From an optimization exercise on the open Yosys and OpenROAD flow, aimed at a short achievable clock period; shortcuts taken in it are not production practice.
No functional check of the RTL was part of any run shown here.
Power figures rest on the tool's default switching activity, not on a simulated workload.

==> design/flow/design.v <==
module pwmcore (
    input  wire        clk,
    input  wire        rst,           
    input  wire        cmd_valid,
    input  wire [31:0] cmd_word,
    output reg         resp_valid,
    output wire [31:0] resp_word,
    input  wire [7:0]  ev_in,
    output reg  [3:0]  pin_h,
    output reg  [3:0]  pin_l,
    output wire        irq_fault,
    output wire [3:0]  irq_match,
    output wire        irq_ovf
);
    localparam N = 4;
    reg [15:0] period;
    reg [15:0] period_m1;       
    reg        direction;       
    reg        mode;            
    reg [9:0]  div;
    reg        enabled;
    reg [15:0] ncnt;            
    reg        nphase;          
    reg        nbnd;            
    reg [9:0]  presc;
    reg        phit;            
    reg [15:0] max_duty;
    reg [15:0] active  [0:N-1];
    reg [15:0] pending [0:N-1];
    reg [N-1:0] raw;
    reg [7:0]  dt_low  [0:N-1];
    reg [7:0]  dt_high [0:N-1];
    reg [7:0]  dt_cnt  [0:N-1];
    reg        fstate;          
    reg        forced;
    reg        restart;         
    reg        safe;
    reg [7:0]  evmask;
    reg [N-1:0] match;
    reg        ovf;
    reg        faultif;
    reg        cfgerr;
    reg [7:0]  ev_prev;
    reg        resp_hi31, resp_hi29, resp_hi28;
    reg [15:0] resp_lo;
    wire [3:0]  op       = cmd_word[31:28];
    wire [1:0]  ix       = cmd_word[25:24];
    wire [15:0] value    = cmd_word[15:0];
    wire [15:0] c_period = cmd_word[15:0];
    wire [9:0]  c_div    = cmd_word[25:16];
    wire        c_mode   = cmd_word[26];
    wire        c_dir    = cmd_word[27];
    wire [7:0]  c_low    = cmd_word[15:8];
    wire [7:0]  c_high   = cmd_word[7:0];
    wire z_7_0   = ~|cmd_word[7:0];
    wire z_9_8   = ~|cmd_word[9:8];
    wire z_15_10 = ~|cmd_word[15:10];
    wire z_16    = ~cmd_word[16];
    wire z_23_17 = ~|cmd_word[23:17];
    wire z_25_24 = ~|cmd_word[25:24];
    wire z_27_26 = ~|cmd_word[27:26];
    wire z_15_0  = z_7_0 & z_9_8 & z_15_10;
    wire z_23_16 = z_16 & z_23_17;
    wire z_27_0  = z_15_0 & z_23_16 & z_25_24 & z_27_26;
    wire is_car = cmd_valid & (op == 4'h1);
    wire is_max = cmd_valid & (op == 4'h2);
    wire is_dt  = cmd_valid & (op == 4'h3);
    wire is_flt = cmd_valid & (op == 4'h4);
    wire is_sta = cmd_valid & (op == 4'h5);
    wire is_stp = cmd_valid & (op == 4'h6);
    wire is_wr  = cmd_valid & (op == 4'h7);
    wire is_rd  = cmd_valid & (op == 4'h8);
    wire is_fir = cmd_valid & (op == 4'h9);
    wire is_clr = cmd_valid & (op == 4'hA);
    wire is_st  = cmd_valid & (op == 4'hB);
    wire is_rf  = cmd_valid & (op == 4'hC);
    wire is_ack = cmd_valid & (op == 4'hD);
    wire lg_car = is_car;
    wire lg_max = is_max & z_23_16 & z_25_24 & z_27_26;
    wire lg_dt  = is_dt  & z_23_16 & z_27_26;
    wire lg_flt = is_flt & z_9_8 & z_15_10 & z_23_16 & z_25_24;
    wire lg_sta = is_sta & z_27_0;
    wire lg_stp = is_stp & z_27_0;
    wire lg_wr  = is_wr  & z_23_16 & z_27_26;
    wire lg_rd  = is_rd  & z_23_17 & z_15_0 & z_27_26;
    wire lg_fir = is_fir & z_15_0 & z_23_16 & ~cmd_word[27];
    wire lg_clr = is_clr & z_27_0;
    wire lg_st  = is_st  & z_27_0;
    wire lg_rf  = is_rf  & z_27_0;
    wire lg_ack = is_ack & z_15_10 & z_23_16 & z_25_24 & z_27_26;
    integer k;
    reg car_dt_bad, max_ap_bad;
    always @(*) begin
        car_dt_bad = 1'b0;
        max_ap_bad = 1'b0;
        for (k = 0; k < N; k = k + 1) begin
            if ({8'd0, dt_low[k]} + {8'd0, dt_high[k]} >= {1'b0, c_period})
                car_dt_bad = 1'b1;
            if (active[k] > value || pending[k] > value)
                max_ap_bad = 1'b1;
        end
    end
    wire er_car = enabled | ~|c_period | ~|c_div | (c_period <= max_duty) | car_dt_bad;
    wire er_max = enabled | (value >= period) | max_ap_bad;
    wire er_dt  = enabled | ({8'd0, c_low} + {8'd0, c_high} >= {1'b0, period});
    wire er_flt = enabled;
    wire er_wr  = (value > max_duty);
    wire er_sta = cfgerr;
    wire ok_car = lg_car & ~er_car;
    wire ok_max = lg_max & ~er_max;
    wire ok_dt  = lg_dt  & ~er_dt;
    wire ok_flt = lg_flt & ~er_flt;
    wire ok_sta = lg_sta & ~er_sta;
    wire ok_stp = lg_stp;
    wire ok_wr  = lg_wr  & ~er_wr;
    wire ok_fir = lg_fir;
    wire ok_clr = lg_clr;
    wire ok_ack = lg_ack;
    wire cfe = (lg_car & er_car) | (lg_max & er_max) | (lg_dt & er_dt) |
               (lg_flt & er_flt) | (lg_wr & er_wr) | (lg_sta & er_sta);
    wire legal = lg_car | lg_max | lg_dt | lg_flt | lg_sta | lg_stp | lg_wr |
                 lg_rd | lg_fir | lg_clr | lg_st | lg_rf | lg_ack;
    wire en1 = ok_sta | (enabled & ~ok_stp);
    wire fire_hit = ok_fir & evmask[cmd_word[26:24]];
    wire fstate1  = fire_hit | (fstate & ~ok_clr);
    wire fire_latch = fire_hit & ~fstate;
    wire forced1  = forced | fire_latch;
    wire restart1 = ok_flt ? cmd_word[27] : restart;
    wire safe1    = ok_flt ? cmd_word[26] : safe;
    wire [7:0] evmask1 = ok_flt ? cmd_word[7:0] : evmask;
    wire [N-1:0] wr_sel;
    genvar g;
    generate
        for (g = 0; g < N; g = g + 1) begin : g_wr
            assign wr_sel[g] = ok_wr & (ix == g);
        end
    endgenerate
    wire tick   = en1 & phit;
    wire tick_b = tick & nbnd;
    reg [15:0] s_cnt;
    reg        s_phase;
    reg        s_bnd;
    always @(*) begin
        s_cnt   = ncnt;
        s_phase = nphase;
        s_bnd   = 1'b0;
        if (mode == 1'b0) begin
            if (direction == 1'b0) begin
                if (ncnt == 16'd0) begin
                    s_cnt = period; s_bnd = 1'b1;
                end else begin
                    s_cnt = ncnt - 16'd1;
                end
            end else begin
                if (ncnt == period) begin
                    s_cnt = 16'd0; s_bnd = 1'b1;
                end else begin
                    s_cnt = ncnt + 16'd1;
                end
            end
        end else begin
            if (direction == 1'b0) begin
                if (nphase == 1'b0 && ncnt != 16'd0) begin
                    s_cnt = ncnt - 16'd1;
                end else begin
                    s_cnt = ncnt + 16'd1;
                    if (ncnt == period_m1) begin
                        s_phase = 1'b0; s_bnd = 1'b1;
                    end else begin
                        s_phase = 1'b1;
                    end
                end
            end else begin
                if (nphase == 1'b0 && ncnt < period) begin
                    s_cnt = ncnt + 16'd1;
                end else begin
                    s_cnt = ncnt - 16'd1;
                    if (ncnt == 16'd1) begin
                        s_phase = 1'b0; s_bnd = 1'b1;
                    end else begin
                        s_phase = 1'b1;
                    end
                end
            end
        end
    end
    wire [15:0] c_period_m1 = c_period - 16'd1;
    wire fstate2 = fstate1 & ~(tick_b & restart1);
    wire forced2 = forced1 & ~(tick_b & ~fstate2);
    wire ev_any   = |(ev_in & ~ev_prev & evmask1);
    wire ev_latch = ev_any & ~fstate2;
    wire fstate_n  = fstate2 | ev_any;
    wire forced_n  = forced2 | ev_latch;
    wire faultif_n = ev_latch | fire_latch | (faultif & ~(ok_ack & cmd_word[9]));
    wire        lt_v = ncnt < value;
    wire        eq_v = ncnt == value;
    reg [15:0]  pending_n [0:N-1];
    reg [15:0]  active_n  [0:N-1];
    reg [N-1:0] raw_n;
    reg [7:0]   dt_n      [0:N-1];
    reg [N-1:0] match_n;
    reg [N-1:0] h_n, l_n;
    reg [7:0] dec, a1, a0, t1, t0;
    reg       dz, z1, z0, r2, hit, init_lt;
    integer i;
    always @(*) begin
        for (i = 0; i < N; i = i + 1) begin
            pending_n[i] = wr_sel[i] ? value : pending[i];
            active_n[i]  = tick_b ? pending_n[i] : active[i];
            r2  = tick_b ? (wr_sel[i] ? lt_v : (ncnt < pending[i])) : (ncnt < active[i]);
            hit = ~nphase & (tick_b ? (wr_sel[i] ? eq_v : (ncnt == pending[i]))
                                    : (ncnt == active[i]));
            dz  = (dt_cnt[i] == 8'd0);
            dec = dz ? 8'd0 : dt_cnt[i] - 8'd1;
            a1  = raw[i] ? dec : dt_high[i];
            a0  = raw[i] ? dt_low[i] : dec;
            z1  = raw[i] ? (dt_cnt[i] <= 8'd1) : (dt_high[i] == 8'd0);
            z0  = raw[i] ? (dt_low[i] == 8'd0) : (dt_cnt[i] <= 8'd1);
            t1  = ok_car ? 8'd0 : (tick ? a1 : dt_cnt[i]);
            t0  = ok_car ? 8'd0 : (tick ? a0 : dt_cnt[i]);
            dt_n[i] = r2 ? t1 : t0;
            init_lt  = (c_dir ? 16'd0 : c_period) < active[i];
            raw_n[i] = ok_car ? init_lt : (tick ? r2 : raw[i]);
            match_n[i] = (match[i] & ~(ok_ack & cmd_word[i])) | (tick & hit);
            h_n[i] = en1 & (tick ? ( r2 & z1) : ( raw[i] & dz));
            l_n[i] = en1 & (tick ? (~r2 & z0) : (~raw[i] & dz));
        end
    end
    wire ovf_n = tick_b | (ovf & ~(ok_ack & cmd_word[8]));
    wire [15:0] flags_word = {2'b00, fstate, enabled, forced, cfgerr, faultif, ovf,
                              4'b0000, match};
    wire [15:0] rd_duty = cmd_word[16] ? pending[ix] : active[ix];
    wire [15:0] rd_data = ({16{lg_rd}} & rd_duty) |
                          ({16{lg_st}} & {15'd0, fstate}) |
                          ({16{lg_rf}} & flags_word);
    always @(posedge clk) begin
        resp_hi31 <= ~legal | cfe;
        resp_hi29 <= ~legal;
        resp_hi28 <= legal & cfe;
        resp_lo   <= rd_data;
        if (rst) begin
            period    <= 16'hFFFF;
            period_m1 <= 16'hFFFE;
            direction <= 1'b0;
            mode      <= 1'b0;
            div       <= 10'd1;
            enabled   <= 1'b0;
            ncnt      <= 16'hFFFE;
            nphase    <= 1'b0;
            nbnd      <= 1'b0;
            presc     <= 10'd0;
            phit      <= 1'b1;
            max_duty  <= 16'd0;
            for (i = 0; i < N; i = i + 1) begin
                active[i]  <= 16'd0;
                pending[i] <= 16'd0;
                dt_low[i]  <= 8'd0;
                dt_high[i] <= 8'd0;
                dt_cnt[i]  <= 8'd0;
            end
            raw        <= {N{1'b0}};
            fstate     <= 1'b0;
            forced     <= 1'b0;
            restart    <= 1'b0;
            safe       <= 1'b0;
            evmask     <= 8'h00;
            match      <= {N{1'b0}};
            ovf        <= 1'b0;
            faultif    <= 1'b0;
            cfgerr     <= 1'b0;
            ev_prev    <= 8'h00;
            resp_valid <= 1'b0;
            pin_h      <= {N{1'b0}};
            pin_l      <= {N{1'b0}};
        end else begin
            ev_prev    <= ev_in;
            resp_valid <= cmd_valid;
            if (cfe)
                cfgerr <= 1'b1;
            if (ok_car) begin
                period    <= c_period;
                period_m1 <= c_period_m1;
                direction <= c_dir;
                mode      <= c_mode;
                div       <= c_div;
            end
            if (ok_max)
                max_duty <= value;
            for (i = 0; i < N; i = i + 1)
                if (ok_dt && ix == i) begin
                    dt_low[i]  <= c_low;
                    dt_high[i] <= c_high;
                end
            restart <= restart1;
            safe    <= safe1;
            evmask  <= evmask1;
            enabled <= en1;
            if (ok_car || tick)
                presc <= 10'd0;
            else if (en1)
                presc <= presc + 10'd1;
            if (ok_car)
                phit <= (c_div == 10'd1);
            else if (tick)
                phit <= (div <= 10'd1);
            else if (en1)
                phit <= ({1'b0, presc} + 11'd2 >= {1'b0, div});
            if (ok_car) begin
                ncnt   <= c_dir ? 16'd1 : c_period_m1;
                nphase <= 1'b0;
                nbnd   <= 1'b0;
            end else if (tick) begin
                ncnt   <= s_cnt;
                nphase <= s_phase;
                nbnd   <= s_bnd;
            end
            for (i = 0; i < N; i = i + 1) begin
                pending[i] <= pending_n[i];
                active[i]  <= active_n[i];
                dt_cnt[i]  <= dt_n[i];
            end
            raw   <= raw_n;
            match <= match_n;
            ovf   <= ovf_n;
            fstate  <= fstate_n;
            forced  <= forced_n;
            faultif <= faultif_n;
            for (i = 0; i < N; i = i + 1) begin
                pin_h[i] <= forced_n ? safe1 : h_n[i];
                pin_l[i] <= forced_n ? safe1 : l_n[i];
            end
        end
    end
    assign resp_word = {resp_hi31, 1'b0, resp_hi29, resp_hi28, 12'd0, resp_lo};
    assign irq_fault = faultif;
    assign irq_match = match;
    assign irq_ovf   = ovf;
endmodule
==> design/flow/run.sh <==
#!/bin/bash
# synth_recipe.tcl (not shown) runs the flow's synth.tcl, then flattens the netlist and writes it again
# the make line also repeats each setting of config.mk as NAME=value (left out here)
make -C /OpenROAD-flow-scripts/flow DESIGN_CONFIG=/design/flow/config.mk WORK_HOME=/design/flow/orfs CLKGATE_MAP_FILE= SYNTH_SCRIPT=/design/flow/synth_recipe.tcl finish
==> design/flow/config.mk <==
export PLATFORM = sky130hd
export DESIGN_NAME = pwmcore
export DESIGN_NICKNAME = pwmcore
export VERILOG_FILES = /design/flow/design.v
export SDC_FILE = /design/flow/constraint.sdc
export NUM_CORES = 4
export LEC_CHECK = 0
export ABC_CLOCK_PERIOD_IN_PS = 2500
export CAP_MARGIN = 20
export CORE_MARGIN = 2
export CORE_UTILIZATION = 40
export PLACE_DENSITY = 0.6
export SETUP_SLACK_MARGIN = 4.8
export SLEW_MARGIN = 20
==> design/flow/constraint.sdc <==
create_clock -name core_clock -period 7.6 [get_ports {clk}]
set_input_delay 1.5200 -clock core_clock [delete_from_list [all_inputs] [get_ports {clk}]]
set_output_delay 1.5200 -clock core_clock [all_outputs]
set_load 0.01 [all_outputs]
==> results of run 1 <==
==> layout make-up <==
cell class | count | area share [%]
Timing Repair Buffer | 466 | 13.8
Tap cell | 959 | 2.93
Sequential cell | 373 | 18.4
Inverter | 263 | 2.52
Clock buffer | 54 | 2.91
Multi-Input combinational cell | 2731 | 58.8
Clock inverter | 27 | 0.709
==> placed cells by master (no fill, tap or decap), drive strengths merged, types with 79 or more instances in the layout <==
master	netlist	final
a211oi	95	95
a21o	74	82
a21oi	200	201
buf	49	396
dfxtp	373	373
ha	494	494
inv	263	260
mux2i	219	219
nand2	193	194
nand3	79	79
nor2	410	410
o21ai	171	171
xnor2	80	80
==> state kept, by name, summed over array words and instances, names as in the netlist, 4 cells and up <==
register / flops
pending: 64
presc: 10
div: 10
pin_h: 4
pin_l: 4
dt_high: 32
ncnt: 16
resp_lo: 16
evmask: 8
period: 16
dt_cnt: 32
ev_prev: 8
match: 4
dt_low: 32
active: 64
period_m1: 16
max_duty: 16
raw: 4
==> worst register-to-register path: cells and delay by family, from the launching register on <==
| kind | cells | cell delay, ns |
|---|---|---|
| adder cells (fa/ha/maj) | 2 | 0.62 |
| AND/OR/NAND/NOR | 3 | 0.47 |
| XOR/XNOR | 1 | 0.20 |
| flip-flops | 1 | 0.35 |
| AO/OA/AOI/OAI | 12 | 2.52 |
==> logic make-up after synthesis <==
logic type	after synthesis	synth area share, %
other	1	0.0126
adders and majority gates	499	21.2
xor gates and xnor gates	122	3.60
DFF	373	25.2
muxes	267	10.5
buffers and inverters	450	5.98
and+or+nand+nor	1037	16.6
AOI/OAI and AO/OA	782	16.9
==> how the worst min path moves through the flow <==
stage	cells past startpoint	endpoint
floorplan	2	resp_lo[11]
global placement	2	div[3]
detailed placement	2	div[3]
CTS	2	div[3]
global route	2	div[3]
finish	2	div[4]
==> routing by layer <==
layer / routed length, um / vias up / track usage (%)
met5: 0 / - / 0.313
met4: 9510 / 0 / 17.8
met3: 14700 / 563 / 7.99
met2: 55400 / 1803 / 48.4
met1: 50900 / 14446 / 40.8
li1: - / 13533 / -
==> per-stage QoR <==
step | area, um2 | cells | total power, W
global placement | 32100 | 4466 | 0.00251
floorplan | 30800 | 3543 | 0.00232
finish | 40900 | 4873 | 0.00487
global route | 40900 | 4873 | 0.00500
detailed placement | 32200 | 4467 | 0.00251
CTS | 38500 | 4790 | 0.00480
==> report_power, final <==
group | internal (W) | switching, W
Clock | 0.00124 | 0.000994
Sequential | 0.00196 | 0.00000676
Combinational | 0.000250 | 0.000417
==> repair_timing <==
item / CTS / global route
buffers inserted: 209 / 71
gates resized for setup: 670 / 346
cloned: 33 / 12
pin swaps: 132 / 150
setup endpoints to repair: 398 / 368
==> summary.md, run 1 <==
| Metric | Value |
|---|---|
| Worst setup path end | `dt_low[0][6]` |
| Stages on the worst setup path | `21` |
| Leak | `17.1 nW` |
| Place WS | `1.08 ns` |
| Global-route wire length before repair | `185 mm` |
| Syn Area/Cell | `8.40 um2` |
| Vias in the first global route | `28,573` |
| Gpl congestion | `0.940` |
| Worst setup SP type | `input pin` |
| Crit-path cells | `buf_6 -> buf_12 -> ha_4 -> fa_2 -> a21oi_2 -> nor2_1 -> nor2_1 -> o21bai_1 -> a21oi_2 -> nor2b_1 -> o21ai_1 -> nand2b_1 -> ha_4 -> or3_4 -> o31a_1 -> nor3_4 -> buf_6 -> buf_12 -> nand2_8 -> mux2i_1 -> nor2_1` |
| Register area share after synthesis | `25.2%` |
| CTS max path bufs | `3` |
| Crit path max fanout | `8` |
| Crit share post-route | `58.7%` |
| Fin Clk Skew | `0.0355 ns` |
| CTS Sinks | `373` |
| Crit-path max cell delay | `0.40 ns` |
| Die W | `276 um` |
| Reg2reg start | `dt_low[2][1]` |
| R2r setup slk | `3.29 ns` |
| Port Buffers | `76` |
| Root Driver | `clkbuf_16` |
| Die height | `276 um` |
| Fin crit period | `4.46 ns` |
| Hold buffer count at cts | `0` |
| DIE AREA | `0.0764 mm2` |
| Pwr per Cell Area | `119 mW/mm2` |
| DRT iter0 DRCs | `3,335` |
| CTS tree | `done` |
| Crit path from | `cmd_word[8]` |
| Grt ovf | `0` |
| Hold Crit Start | `div[4]` |
| Io pins | `90` |
| Final setup margin | `3.14 ns` |
| Post-synth top area share | `25.2%` |
| CP Capture Type | `flip-flop` |
| R2R cell count | `18` |
| Status | `complete, no violations` |
| Crit path max-delay family | `simple AND/OR/NAND/NOR gates` |
| Worst hold path type | `reg -> reg` |
| Worst Path Arrival | `4.95 ns` |
| H-tree Lvls | `2` |
| Largest net degree at the start of global routing | `85` |
| Nets@finish | `4,422` |
| Starting Density | `40.5%` |
| Max-cap violations | `0` |
| Worst Tran Pin Value | `1.20 ns` |
| Leading area contributor after synthesis | `dfxtp_1` |
| CORE AREA | `0.0732 mm2` |
| Vias per cell | `6.23` |
| WHS | `0.473 ns` |
| Drt wl/cell | `26.8 um` |
| HPWL after DPL | `80.2 mm` |
| Post-synth cell types | `75` |
| Drt total wl | `130 mm` |
| RSZ-0062 raised after global routing | `yes` |
| Pre-antenna DRT Iters | `6` |
| RR Endpoint | `resp_hi31` |
| Initial antenna violation count | `1` |
| Layout cells sized above 1 | `27.1%` |
| CP most frequent cell | `nor2_1` |
| Peak supply drop | `0.175 mV` |
| Util after Layout | `55.9%` |
| Slew HR | `19.9%` |
| Flops & latches, synth | `373` |
| Worst skew pair latency | `0.63 ns` |
| Synth-to-Final Area Change | `37.9%` |
| Area of the multi-input gates | `0.0240 mm2` |
| TritonCTS Buffers | `45` |
| Synth warn | `9` |
| Highest clock rate | `0.224 GHz` |
| # fillers | `6,226` |
| Most common cell in the netlist | `ha_1` |
| Vias | `30,345` |
| TNS Setup | `0 ns` |
| GRT Util Overall | `31.7%` |
| Netlist Area Pre-Place | `0.0297 mm2` |
| Routed Antenna Nets | `0` |
| Final Setup Violations | `0` |
| Fin. max-slew vios | `0` |
| Asr flop ratio synth | `0%` |
| Final-report hold violation count | `0` |
| Synth cell count leaders | `ha_1 (494), nor2_1 (409), dfxtp_1 (373), inv_1 (262), mux2i_1 (219)` |
| # DRC | `0` |
| Cells after synthesis | `3,531` |
| WP buf/inv | `4` |
| Post-synth EDFFs | `0` |
| Top cells by area, synth | `dfxtp_1 (25%), ha_1 (21%), mux2i_1 (7.4%)` |
| Register Area | `0.00751 mm2` |
| Top FF cell, synth | `dfxtp_1` |
| # diodes | `0` |
| Critical path's slowest cell | `or3_4` |
| Row cnt | `99` |
| Required time of the critical path | `8.09 ns` |
| Clock Pin Slew Worst Setup and Hold Paths | `0.06 ns` |
| CP Class | `in -> reg` |
==> run 2: changes to the inputs <==
--- a/design/flow/config.mk
+++ b/design/flow/config.mk
@@ -6,9 +6,7 @@
 export NUM_CORES = 4
 export LEC_CHECK = 0
-export ABC_CLOCK_PERIOD_IN_PS = 2500
 export CAP_MARGIN = 20
 export CORE_MARGIN = 2
 export CORE_UTILIZATION = 40
 export PLACE_DENSITY = 0.6
-export SETUP_SLACK_MARGIN = 4.8
 export SLEW_MARGIN = 20
==> run 2 against run 1 <==
Still clean on timing, DRC and antenna; setup slack got worse by 1.6 ns; sequential cell count stayed put; clock-buffer cell count grew 5; die area did not move.
==> summary.md, run 2 <==
| Metric | Value |
|---|---|
| Status | `complete, no violations` |
| Fin crit period | `6.06 ns (+1.60 ns)` |
| Flops & latches, synth | `373 (unchanged)` |
| Row cnt | `99 (unchanged)` |
| Clock Pin Slew Worst Setup and Hold Paths | `0.06 ns (about the same)` |
| Final-report hold violation count | `0 (unchanged)` |
| Vias per cell | `5.97 (-4.2%)` |
| Hold buffer count at cts | `0 (unchanged)` |
| Post-synth EDFFs | `0 (unchanged)` |
| Top Registers | `active x64, pending x64` |
| Post-synth cell types | `75 (unchanged)` |
| Leading area contributor after synthesis | `dfxtp_1` |
| Post-synth top area share | `25.2% (unchanged)` |
| Pwr per Cell Area | `143 mW/mm2 (+20%)` |
| Worst hold path type | `reg -> reg` |
| CP Class | `in -> reg` |
| Worst Tran Pin Value | `1.18 ns (-0.0195 ns)` |
| Synth cell count leaders | `ha_1 (494), nor2_1 (409), dfxtp_1 (373), inv_1 (262), mux2i_1 (219)` |
| Most common cell in the netlist | `ha_1` |
| Area of the multi-input gates | `0.0206 mm2 (-15%)` |
| Resize count post-CTS | `0 (-100%)` |
| R2R cell count | `20 (+2)` |
| Crit path max-delay family | `buffers and inverters` |
| Worst Path Arrival | `6.48 ns (+1.53 ns)` |
| Initial antenna violation count | `3 (+2)` |
| Top cells by area, synth | `dfxtp_1 (25%), ha_1 (21%), mux2i_1 (7.4%)` |
| TritonCTS Buffers | `44 (-2.2%)` |
| Asr flop ratio synth | `0% (unchanged)` |
| Crit path from | `cmd_word[8]` |
| Grt ovf | `0 (unchanged)` |
| CTS tree | `done` |
| WP buf/inv | `3 (-1)` |
| Worst setup path end | `ncnt[4]` |
| Starting Density | `40.5% (unchanged)` |
| Pre-antenna DRT Iters | `6 (unchanged)` |
| DIE AREA | `0.0764 mm2 (unchanged)` |
| Drt total wl | `110 mm (-16%)` |
| HPWL after DPL | `81.7 mm (+1.8%)` |
| Flop pwr share | `41.7% (+1.3 points)` |
| H-tree Lvls | `2 (unchanged)` |
| Crit path max fanout | `30 (+22)` |
| Fin. max-slew vios | `0 (unchanged)` |
| P_sw | `0.00127 W (-10%)` |
| CTS max path bufs | `3 (unchanged)` |
| Clk pwr share | `47.7% (+1.8 points)` |
| DRT iter0 DRCs | `2,727 (-18%)` |
| Max-cap violations | `0 (unchanged)` |
| Vias in the first global route | `25,242 (-12%)` |
| Commonest non-fill, non-tap cell in the layout | `ha_1` |
| Die W | `276 um (unchanged)` |
| Leak | `14.0 nW (-18%)` |
| Port Buffers | `76 (unchanged)` |
| Netlist Area Pre-Place | `0.0297 mm2 (unchanged)` |
| Synth warn | `9 (unchanged)` |
| # DRC | `0 (unchanged)` |
| Routed Antenna Nets | `0 (unchanged)` |
| Die height | `276 um (unchanged)` |
| Crit-path cells | `clkdlybuf4s50_1 -> ha_1 -> nand2_1 -> nor4_1 -> a21boi_0 -> and3b_1 -> a2111oi_1 -> and4_2 -> buf_4 -> buf_4 -> o21ai_0 -> o31ai_1 -> o21ai_0` |
| Place WS | `1.02 ns (-0.0582 ns)` |
| Vias | `27,148 (-11%)` |
| Stages on the worst setup path | `13 (-38%)` |
| Worst skew pair latency | `0.61 ns (-0.02 ns)` |
| Peak supply drop | `0.168 mV (-4.5%)` |
| Global-route wire length before repair | `164 mm (-11%)` |
| Gpl congestion | `0.984 (+4.7%)` |
| Highest clock rate | `0.165 GHz (-26%)` |
| Comb power frac | `10.6% (-3.1 points)` |
| Slew HR | `20.4% (+0.57 points)` |
| Required time of the critical path | `8.03 ns (-0.06 ns)` |
| Commonest cells after routing, fill and taps aside | `ha_1 (494), nor2_1 (408), dfxtp_1 (373)` |
| Top FF cell, synth | `dfxtp_1` |
| Worst setup SP type | `input pin` |
| # fillers | `7,230 (+16%)` |
| RR Endpoint | `dt_cnt[1][4]` |
| Io pins | `90 (unchanged)` |
| GRT Util Overall | `28.0% (-3.8 points)` |
| CTS Sinks | `373 (unchanged)` |
| Root Driver | `clkbuf_16` |
| Synth-to-Final Area Change | `11.4%` |
| TNS Setup | `0 ns (unchanged)` |
| Largest net degree at the start of global routing | `167 (+96%)` |
| Critical path's slowest cell | `a2111oi_1` |
| Nets@finish | `4,098 (-7.3%)` |
| Register Area | `0.00747 mm2 (-0.62%)` |
| Fin Clk Skew | `0.0387 ns (+0.00319 ns)` |
| CORE AREA | `0.0732 mm2 (unchanged)` |
| Drt wl/cell | `24.1 um (-9.8%)` |
| Register area share after synthesis | `25.2% (unchanged)` |
| Final setup margin | `1.54 ns (-1.60 ns)` |
| Crit-path max cell delay | `0.85 ns (+0.45 ns)` |
| Final Setup Violations | `0 (unchanged)` |
| R2r setup slk | `2.71 ns (-0.58 ns)` |
| Cell-internal power | `0.00346 W (+0.18%)` |
| Cells after synthesis | `3,531 (unchanged)` |
| Syn Area/Cell | `8.40 um2 (unchanged)` |
| Switching share of total power | `26.9% (-2.3 points)` |
| RSZ-0062 raised after global routing | `no` |
| Crit share post-route | `79.7% (+21 points)` |
| Layout cells sized above 1 | `6.88% (-20 points)` |
| Final Power | `0.00472 W (-2.9%)` |
| Reg2reg start | `dt_low[1][0]` |
| CP Capture Type | `flip-flop` |
| Setup bufs post-CTS | `0 (-100%)` |
## run 2: cell types whose count changed in the layout (fill, tap and decap cells not counted), sizes merged, moves of 2 or more
cell           previous run  this run
bufinv                    3         5
clkdlybuf4s15            12         0
a21o                     82        74
clkbuf                   69        60
clkdlybuf4s50             8        71
dlygate4sd2              34         0
diode                     0         2
clkinvlp                 10         2
buf                     396        82
clkinv                   17        13
inv                     260       264
## run 2: metal layers
layer	vias to the layer above	track usage [%]	share of wire, %
li1	12807	-	-
met1	13004	39.4	45
met2	1122	42.9	43
met3	215	4.26	8.7
met4	0	10.4	3.9
met5	-	0	0
## run 2: power groups by stage
stage	Combinational (W)	Sequential, W	Clock, W
after floorplan	0.000294	0.00201	0
final	0.000500	0.00197	0.00225
after detailed placement	0.000484	0.00201	0
after global placement	0.000482	0.00201	0
after CTS	0.000487	0.00197	0.00229
after global routing	0.000540	0.00197	0.00236
## run 2: per-stage QoR
step | std cells | util, % | cell area (um2) | hold slack (ns)
2_1_floorplan | 3543 | - | 29700 | 0.426
3_3_place_gp | 4469 | 43.1 | 31500 | 0.447
3_5_place_dp | 4469 | 43.1 | 31500 | 0.453
6_report | 4551 | 45.2 | 33100 | 0.457
5_1_grt | 4549 | 45.2 | 33100 | 0.479
4_1_cts | 4549 | 45.2 | 33100 | 0.461
## run 2: how the worst min path moves through the flow
stage / startpoint / endpoint / slack [ns] / depth (start not counted)
2_1_floorplan: forced / resp_lo[11] / 0.43 / 2
3_3_place_gp: div[3] / div[3] / 0.45 / 2
3_5_place_dp: div[4] / div[4] / 0.45 / 2
4_1_cts: div[4] / div[4] / 0.46 / 2
5_1_grt: div[3] / div[3] / 0.48 / 2
6_report: div[4] / div[4] / 0.46 / 2
## run 2: logic make-up after synthesis
group | after synthesis | share of synthesized area (%)
DFF | 373 | 25.2
adders and majority gates | 499 | 21.2
buffers and inverters | 450 | 5.98
muxes | 267 | 10.5
and+or+nand+nor | 1037 | 16.6
xor gates and xnor gates | 122 | 3.60
AOI/OAI and AO/OA | 782 | 16.9
other | 1 | 0.0126
## run 2: tightest hold or removal path: cells and delay by family (launching register included)
family,cells,cell delay (ns)
flip-flops,1,0.31
AND/OR/NAND/NOR,1,0.05
AO/OA/AOI/OAI,1,0.05
## run 2: cell type report
cell class                 instances  share of cell area [%]
multi-input combinational       2720                    62.1
sequential                       373                    22.6
timing repair buffer             154                    4.06
clock buffer                      59                    3.75
tap                              959                    3.63
inverter                         263                    2.99
clock inverter                    21                   0.844
antenna                            2                  0.0151

[afterwards: timing with drivers on the ports]
In the flow no input, the clock included, has a driving cell. The finished layouts below were timed again as built, in two steps.
Step 1: set_driving_cell puts a clkbuf_16 on clk and a buf_2 on each other input, an assumption about the parent block.
Step 2 times the ports against the registers' clock, not the clock port: input delays grow and output delays shrink by t, the midpoint of the rising clock arrivals with the driver on.
a / b / c = no drivers / after step 1 / after step 2; a / b = the first two.
| run | shift t [ns] | setup slack, ns | worst setup path at the end |
|---|---|---|---|
| run 1 | 0.673 | 3.137 / 3.167 / 2.494 | input to register |
| run 2 | 0.663 | 1.542 / 1.581 / 0.918 | input to register |
After both steps setup and hold are still met in every run listed. For run 1, which loses most, drivers alone change the setup slack by +0.030 ns; drivers and shift together by -0.643 ns.
